From an optimization exercise on the open Yosys and OpenROAD flow, aimed at small area, a short achievable clock period and few clock cycles per item; shortcuts taken in it are not production practice.
At most, simulation tests tie the RTL to the original design; equivalence was not proved.
Power figures rest on the tool's default switching activity, not on a simulated workload.

==> violet: inputs <==
// iwp_cmd_core
module iwp_cmd_core (
    input  wire        clk,
    input  wire        rst,
    input  wire        cmd_valid,
    output wire        cmd_ready,
    input  wire [7:0]  cmd_op,
    input  wire [31:0] cmd_arg0,
    input  wire [31:0] cmd_arg1,
    input  wire [31:0] cmd_arg2,
    input  wire [31:0] cmd_arg3,
    input  wire [63:0] cmd_now,
    output reg         rsp_valid,
    output reg  [31:0] rsp_q0,
    output wire [31:0] rsp_q1,
    output wire [31:0] rsp_q2,
    output wire [31:0] rsp_q3,
    output wire [7:0]  rsp_status
);
==> flow/config.mk <==
export PLATFORM = sky130hd
export DESIGN_NAME = iwp_cmd_core
export DESIGN_NICKNAME = iwp_cmd_core
export VERILOG_FILES = /design/flow/design.v
export SDC_FILE = /design/flow/constraint.sdc
export NUM_CORES = 4
export LEC_CHECK = 0
export CAP_MARGIN = 20
export CORE_MARGIN = 2
export CORE_UTILIZATION = 40
export SLEW_MARGIN = 20
==> flow/constraint.sdc <==
create_clock -name core_clock -period 24.0 [get_ports {clk}]
set_input_delay 4.8000 -clock core_clock [delete_from_list [all_inputs] [get_ports {clk}]]
set_output_delay 4.8000 -clock core_clock [all_outputs]
set_load 0.01 [all_outputs]
standard.sh (not shown) runs the stock make flow with config.mk's settings and CLKGATE_MAP_FILE= SYNTH_SCRIPT=/design/flow/synth_recipe.tcl, a recipe that flattens the netlist after the stock synthesis.
==> flow/flow/run.sh <==
#!/bin/bash
# Layout flow: the standard ORFS flow (standard.sh, with its unchanged synthesis), changed
# only in how the layout is made:
#  - the port buffers are buf_4 cells instead of buffer_ports' default delay cell;
set -euo pipefail
export BUFFER_PORTS_ARGS="-buffer_cell sky130_fd_sc_hd__buf_4"
export SETUP_SLACK_MARGIN=17
bash standard.sh > standard.log 2>&1
==> cedar (differences from violet) <==
--- a/flow/design.v
+++ b/flow/design.v
@@ -1495,14 +1495,15 @@
     wire        h_eq0 = nh == lh;
     wire [37:0] h_a   = {1'b0, nh};
     wire [37:0] h_b   = {1'b1, ~lh};
     wire        h_eq1 = (h_a ^ h_b) == {h_a[36:0] | h_b[36:0], 1'b0};    
     wire        h_ge2 = !h_neg && !h_eq0 && !h_eq1;
-    wire [28:0] xy    = {2'b00, s_now[26:0]} + {2'b11, ~seq_last[26:0]} + {2'b11, ~qhi} + 29'd1;
-    wire [28:0] xn    = {2'b00, s_now[26:0]} + {2'b11, ~seq_last[26:0]} + {2'b11, ~tf} + 29'd1;
-    wire        d_yes = h_ge2 || (h_eq1 && !(xy[28] && !xy[27])) || (h_eq0 && !xy[28]);
-    wire        d_no  = h_neg || (h_eq1 && xn[28] && !xn[27]) || (h_eq0 && xn[28]);
+    wire        xy27, xy28, xn27, xn28;
+    sub3_top u_xy (.n(s_now[26:0]), .l(seq_last[26:0]), .q(qhi), .x27(xy27), .x28(xy28));
+    sub3_top u_xn (.n(s_now[26:0]), .l(seq_last[26:0]), .q(tf),  .x27(xn27), .x28(xn28));
+    wire        d_yes = h_ge2 || (h_eq1 && !(xy28 && !xy27)) || (h_eq0 && !xy28);
+    wire        d_no  = h_neg || (h_eq1 && xn28 && !xn27) || (h_eq0 && xn28);
     wire        playing = seq_state == PLAYING;
     wire        upd_go  = playing && n_nz;
     wire [16:0] idx_p1    = {1'b0, seq_index} + 17'd1;
     wire        adv_in    = idx_p1 < {1'b0, seq_n};
     wire [15:0] nm1       = seq_n - 16'd1;
@@ -1744,19 +1745,19 @@
             rsp_valid <= fin;
             if (m_ph0)
                 rsp_q0 <= {16'd0, w2s_q0};
             else if (tx_fin)
                 rsp_q0 <= s_triv ? 32'd1 : {12'd0, per_r};
-            else if (s_v && op_upd && fin)
-                rsp_q0 <= {31'd0, upd_adv && adv_chg};
+            else if (s_v && op_upd)
+                rsp_q0 <= {31'd0, upd_adv && adv_chg};    
             else if (s_v && s_one && q0_we)
                 rsp_q0 <= q0_n;
             if (m_ph1)
                 q1 <= w2s_q1;
             else if (s_v && s_one && (s_op == 8'h10 || s_op == 8'h11))
                 q1 <= 16'h8000 - xb;
-            else if (s_v && op_upd && fin)
+            else if (s_v && op_upd)
                 q1 <= upd_adv ? adv_index : seq_index;
             else if (s_v && s_one && s_op == 8'h4A)
                 q1 <= seq_n;
             if (fin) begin
                 st_nz  <= 1'b0;
@@ -1822,5 +1823,39 @@
                 seq_last  <= s_now;
             end
         end
     end
 endmodule
+module sub3_top (
+    input  wire [26:0] n,
+    input  wire [26:0] l,
+    input  wire [26:0] q,
+    output wire        x27,
+    output wire        x28
+);
+    wire [28:0] a = {2'b00, n};
+    wire [28:0] b = {2'b11, ~l};
+    wire [28:0] c = {2'b11, ~q};
+    wire [28:0] sm = a ^ b ^ c;
+    wire [28:0] cy = (a & b) | (a & c) | (b & c);
+    wire [28:0] u  = sm;
+    wire [28:0] v  = {cy[27:0], 1'b1};
+    wire [27:0] g0 = u[27:0] & v[27:0];
+    wire [27:0] p0 = u[27:0] | v[27:0];
+    wire [27:0] g1, p1, g2, p2, g3, p3, g4, p4, g5;
+    genvar k;
+    generate
+        for (k = 0; k < 28; k = k + 1) begin : ks
+            assign g1[k] = (k >= 1)  ? g0[k] | (p0[k] & g0[k-1])  : g0[k];
+            assign p1[k] = (k >= 1)  ? p0[k] & p0[k-1]            : p0[k];
+            assign g2[k] = (k >= 2)  ? g1[k] | (p1[k] & g1[k-2])  : g1[k];
+            assign p2[k] = (k >= 2)  ? p1[k] & p1[k-2]            : p1[k];
+            assign g3[k] = (k >= 4)  ? g2[k] | (p2[k] & g2[k-4])  : g2[k];
+            assign p3[k] = (k >= 4)  ? p2[k] & p2[k-4]            : p2[k];
+            assign g4[k] = (k >= 8)  ? g3[k] | (p3[k] & g3[k-8])  : g3[k];
+            assign p4[k] = (k >= 8)  ? p3[k] & p3[k-8]            : p3[k];
+            assign g5[k] = (k >= 16) ? g4[k] | (p4[k] & g4[k-16]) : g4[k];
+        end
+    endgenerate
+    assign x27 = u[27] ^ v[27] ^ g5[26];
+    assign x28 = u[28] ^ v[28] ^ g5[27];
+endmodule
==> flow/flow/run.sh (replaced) <==
#!/bin/bash
# Layout flow: the standard ORFS flow (standard.sh, with its unchanged synthesis), changed
# only in how the layout is made:
#  - the port buffers are buf_4 cells instead of buffer_ports' default delay cell;
set -euo pipefail
export BUFFER_PORTS_ARGS="-buffer_cell sky130_fd_sc_hd__buf_4"
export SETUP_SLACK_MARGIN=17.5
bash standard.sh > standard.log 2>&1
==> comparison <==
- violet went through all stages and came out clean. cedar completed with no timing, DRC or antenna violations.
- Against cedar, the register-to-register slack of violet is worse by 420 ps.
- Sequential power is about the same in cedar and violet.
- In cedar the combinational power is lower than in violet, by 15%.
- Against cedar, the wire length of violet is lower by 3.8%.
==> figures <==
item	violet	cedar
Max IR drop VDD	0.0590 mV	0.0536 mV
Run status	finished clean	finished clean
Origin of the worst setup path	mb[2]	seq_index[5]
Routed length on met3	22.9 mm	20.2 mm
Maximum number of pins on one net before global-route repair	89	139
Beginning of the worst register-to-register path	mb[2]	seq_index[5]
Design area	54300 µm²	54400 µm²
Minimum hold slack	454 ps	456 ps
Power in combinational cells	0.370 mW	0.315 mW
Count of routing violations after the opening detailed-route iteration	6145	6121
Testbench counts of violet, summed over its fixed seeds: cycles 18,933, commands 16,000.
Testbench counts of cedar, summed over its fixed seeds: cycles 18,933, commands 16,000.


==> inputs of job 5903 <==
iwp_cmd_core, a different RTL version from the one above (not shown whole).
export LEC_CHECK = 0
export CAP_MARGIN = 20
export CORE_MARGIN = 2
export CORE_UTILIZATION = 40
export SLEW_MARGIN = 20
create_clock -name core_clock -period 24.0 [get_ports {clk}]
run.sh (not shown) runs the stock make flow with config.mk's settings and CLKGATE_MAP_FILE= SYNTH_SCRIPT=/design/flow/synth_recipe.tcl, a recipe that flattens the netlist after the stock synthesis.
Stock flow here: none of the scripts above is used.
==> job 4794 (differences from job 5903) <==
--- a/flow/design.v
+++ b/flow/design.v
@@ -16,12 +16,13 @@
     output wire [31:0] rsp_q3,
     output wire [7:0]  rsp_status
 );
     localparam [1:0] STOPPED = 2'd0;
     localparam [1:0] PAUSED  = 2'd1;
     localparam [1:0] PLAYING = 2'd2;
+    localparam integer K = 2;                
     reg  [15:0] q1;
     reg  [1:0]  q2;
     reg         st_nz, st_ref;
     assign rsp_q1     = {16'd0, q1};
     assign rsp_q2     = {30'd0, q2};
     assign rsp_q3     = 32'd0;
@@ -41,17 +42,20 @@
     reg        ready_q;
     reg        s_v;
     reg [7:0]  s_op;
     reg [31:0] s_a0, s_a1, s_a2, s_a3;
     reg [63:0] s_now;
     assign cmd_ready = ready_q;
-    reg  op_w2s, op_tx, op_upd, op_set;
-    reg  w2s_act;                
+    wire op_w2s  = s_op == 8'h12;
+    wire op_tx   = s_op == 8'h30 || s_op == 8'h31;
+    wire op_upd  = s_op == 8'h44;
+    wire op_set  = s_op == 8'h47 || s_op == 8'h48;
     reg         wph;             
     reg  [2:0]  tst;             
     localparam [2:0] T_IDLE = 3'd0, T_MUL1 = 3'd1, T_MUL2 = 3'd2, T_START = 3'd3, T_DIV = 3'd4;
+    wire        w2s_act = s_v && op_w2s;
     reg  [15:0] ma, mb;
     always @(*) begin
         if (w2s_act) begin
             ma = wph ? s_a1[15:0] : s_a0[15:0];
             mb = wph ? s_a3[15:0] : s_a2[15:0];
         end else begin
@@ -68,22 +72,29 @@
     reg  [33:0] rem;
     reg  [4:0]  pos;             
     reg         dmode;
     reg  [1:0]  txst;            
     wire [33:0] dd = dmode ? {14'd0, tx_scan_hz[19:0]} : rmul;
     function nbit(input md, input [4:0] p);
-        nbit = md ? (p < 5'd21 && NX[p]) : NT[p];
+        nbit = md ? NX[p] : NT[p];
     endfunction
-    reg         nb;              
+    wire        st1   = pos != 5'd0;
+    wire        st2   = pos > 5'd1;
     wire [4:0]  p1    = pos - 5'd1;
-    wire [26:0] p1dec = 27'd1 << p1;
-    wire [34:0] tr1   = {rem, nb};
+    wire [4:0]  p2    = pos - 5'd2;
+    wire [34:0] tr1   = {rem, nbit(dmode, p1)};
     wire [35:0] df1   = {1'b0, tr1} - {2'd0, dd};
     wire        ge1   = !df1[35];
-    wire [33:0] rem_n = ge1 ? df1[33:0] : tr1[33:0];
-    wire [26:0] qset  = p1dec & {27{ge1}};
+    wire [33:0] r1    = ge1 ? df1[33:0] : tr1[33:0];
+    wire [34:0] tr2   = {r1, nbit(dmode, p2)};
+    wire [35:0] df2   = {1'b0, tr2} - {2'd0, dd};
+    wire        ge2   = !df2[35];
+    wire [33:0] r2    = ge2 ? df2[33:0] : tr2[33:0];
+    wire [26:0] qset  = ({26'd0, ge1} << p1) | ({26'd0, ge2 & st2} << p2);
+    wire [33:0] rem_n = st2 ? r2 : r1;
+    wire [4:0]  pos_n = st2 ? pos - 5'd2 : 5'd0;
     wire        div_run = (tst == T_DIV) || (txst == 2'd1);
     reg  [5:0]  rb;              
     reg  [4:0]  hb;              
     integer i;
     always @(*) begin
         rb = 6'd0;
@@ -159,39 +170,33 @@
         if (op_w2s)      done = wph;
         else if (op_tx)  done = tx_triv || txst == 2'd2;
         else if (op_upd) done = !upd_go || d_yes || d_no;
         else             done = 1'b1;
     end
     wire fin = s_v && done;
-    wire tpend_n = (s_v && op_set) || (tst != T_IDLE && !(tst == T_DIV && pos == 5'd1));
+    wire tpend_n = (s_v && op_set) || (tst != T_IDLE && !(tst == T_DIV && pos <= K));
     wire play_n  = (playing || (s_v && s_op == 8'h41)) && (seq_n != 16'd0 || (s_v && s_op == 8'h40));
     wire in_mc   = cmd_op == 8'h12 ||
                    ((cmd_op == 8'h30 || cmd_op == 8'h31) && cmd_arg0[31:20] == 12'd0) ||
                    (cmd_op == 8'h44 && tpend_n && play_n);
     wire will_fin = s_v && ((op_w2s && !wph) ||
-                            (op_tx && txst == 2'd1 && pos == 5'd1));
+                            (op_tx && txst == 2'd1 && pos <= K));
     always @(posedge clk) begin
         if (ready_q) begin
-            op_w2s <= cmd_op == 8'h12;
-            op_tx  <= cmd_op == 8'h30 || cmd_op == 8'h31;
-            op_upd <= cmd_op == 8'h44;
-            op_set <= cmd_op == 8'h47 || cmd_op == 8'h48;
             s_op  <= cmd_op;
             s_a0  <= cmd_arg0;
             s_a1  <= cmd_arg1;
             s_a2  <= cmd_arg2;
             s_a3  <= cmd_arg3;
             s_now <= cmd_now;
         end
     end
     always @(posedge clk) begin
         if (rst) begin
             ready_q    <= 1'b1;
             s_v        <= 1'b0;
-            w2s_act    <= 1'b0;
-            nb         <= 1'b0;
             wph        <= 1'b0;
             tst        <= T_IDLE;
             txst       <= 2'd0;
             dmode      <= 1'b0;
             xq0        <= 1'b0;
             pos        <= 5'd0;
@@ -216,17 +221,15 @@
             q2         <= 2'd0;
             st_nz      <= 1'b0;
             st_ref     <= 1'b0;
         end else begin
             if (ready_q) begin
                 s_v     <= cmd_valid;
-                w2s_act <= cmd_valid && cmd_op == 8'h12;
                 ready_q <= !(cmd_valid && in_mc);
             end else if (fin) begin
                 s_v     <= 1'b0;
-                w2s_act <= 1'b0;
                 ready_q <= 1'b1;
             end else begin
                 ready_q <= will_fin;
             end
             case (tst)
                 T_MUL1: if (!w2s_act) begin
@@ -236,25 +239,23 @@
                 T_MUL2: if (!w2s_act) begin
                     rmul <= mp;
                     tst  <= T_START;
                 end
                 T_START: begin
                     pos <= tnp;
-                    nb  <= NT[tnp - 5'd1];
                     rem <= tinit;
                     tst <= T_DIV;
                 end
                 default: ;
             endcase
             if (div_run) begin
                 rem <= rem_n;
-                pos <= p1;
-                nb  <= nbit(dmode, pos - 5'd2);
+                pos <= pos_n;
                 if (dmode) {tx_period, xq0} <= {tx_period, xq0} | qset[20:0];
                 else       tf        <= tf | qset;
-                if (pos == 5'd1) begin
+                if (pos <= K) begin
                     if (dmode) txst <= 2'd2;
                     else       tst  <= T_IDLE;
                 end
             end
             rsp_valid <= fin;
             if (s_v) begin
@@ -285,13 +286,12 @@
                             tx_period <= 20'd1;
                             rsp_q0    <= 32'd1;
                         end else if (txst == 2'd0) begin
                             if (tst == T_IDLE) begin
                                 dmode     <= 1'b1;
                                 pos       <= xnp;
-                                nb        <= NX[xnp - 5'd1];
                                 rem       <= xinit;
                                 tx_period <= 20'd0;
                                 xq0       <= 1'b0;
                                 txst      <= 2'd1;
                             end
                         end else if (txst == 2'd2) begin
==> results_tabular.tex <==
\begin{tabular}{lr}
\hline
Metric & Value \\
\hline
\multicolumn{2}{l}{\textbf{Finish}} \\
Sequential cell area & 14100 um2 \\
Fraction of final layout cells sized beyond drive strength 1 & 5.99\% \\
\multicolumn{2}{l}{\textbf{Detailed routing}} \\
Detailed router's first-iteration violation count & 6741 \\
Via/cell ratio & 6.19 \\
\multicolumn{2}{l}{\textbf{Setup path}} \\
Crit path largest cell delay & 0.83 ns \\
Worst-path maximum fanout & 17 \\
\multicolumn{2}{l}{\textbf{Placement}} \\
Worst setup slack after placement & 14.23 ns \\
\multicolumn{2}{l}{\textbf{Pwr}} \\
Power Dens Cells & 46.0 nW/um2 \\
\multicolumn{2}{l}{\textbf{Timing}} \\
Worst hold slack & 0.459 ns \\
\multicolumn{2}{l}{\textbf{Global routing}} \\
Largest net degree at the start of global routing & 151 \\
\multicolumn{2}{l}{\textbf{Outcome}} \\
Status & no timing/DRC/antenna violations \\
\hline
\end{tabular}
Source of the figures above: job 5903

==> results_tabular.tex <==
\begin{tabular}{lr}
\hline
Metric & Value \\
\hline
\multicolumn{2}{l}{\textbf{Outcome}} \\
Status & no timing/DRC/antenna violations \\
\multicolumn{2}{l}{\textbf{Timing}} \\
Worst clock skew on the final layout & 0.0308 ns \\
Worst hold slack & 0.450 ns \\
Slew at the pin closest to its max-slew limit & 1.32 ns \\
\multicolumn{2}{l}{\textbf{Finish}} \\
Fraction of final layout cells sized beyond drive strength 1 & 6.18\% \\
Sequential cell area & 14000 um2 \\
\multicolumn{2}{l}{\textbf{Setup path}} \\
Worst-path maximum fanout & 47 \\
\multicolumn{2}{l}{\textbf{Global routing}} \\
Largest net degree at the start of global routing & 154 \\
\multicolumn{2}{l}{\textbf{Pwr}} \\
Final Power & 2590 uW \\
\multicolumn{2}{l}{\textbf{Detailed routing}} \\
Via/cell ratio & 6.23 \\
Detailed router's first-iteration violation count & 6995 \\
\multicolumn{2}{l}{\textbf{Synth}} \\
Most instantiated flip-flop cell in the synthesis netlist & sky130\_fd\_sc\_hd\_\_dfxtp\_1 \\
\hline
\end{tabular}
Source of the figures above: job 4794

No run of this note included a check of the RTL's function; only the layout flow was run.

==> separate check: timing with driven ports <==
In the flow no input, the clock included, has a driving cell. The finished layouts below were timed again as built, in two steps.
Step 1 sets driving cells, clkbuf_16 on the clock port and buf_2 on the other inputs (assumed; they add their load-dependent delay and slew).
Step 2 times the ports against the registers' clock, not the clock port: input delays grow and output delays shrink by t, the midpoint of the rising clock arrivals with the driver on.
Three values: ideal ports, drivers, drivers and shift; two values: the first two.
| run | t (ns) | setup WS [ns] | clock arrival spread, ns | worst slew at a driven data input, ns |
|---|---|---|---|---|
| violet | 0.760 | 17.099 / 17.099 / 16.422 | 0.051 / 0.051 | 0.06 |
| cedar | 0.741 | 17.520 / 17.520 / 16.841 | 0.058 / 0.058 | 0.07 |
| job 5903 | 0.749 | 14.016 / 14.016 / 14.016 | 0.034 / 0.034 | 0.09 |
| job 4794 | 0.756 | 12.290 / 12.290 / 12.290 | 0.030 / 0.031 | 0.13 |
After both steps every run listed still meets setup and hold. The setup slack of cedar, which loses most, moves by 0.000 ns with the drivers and by -0.679 ns with both steps.
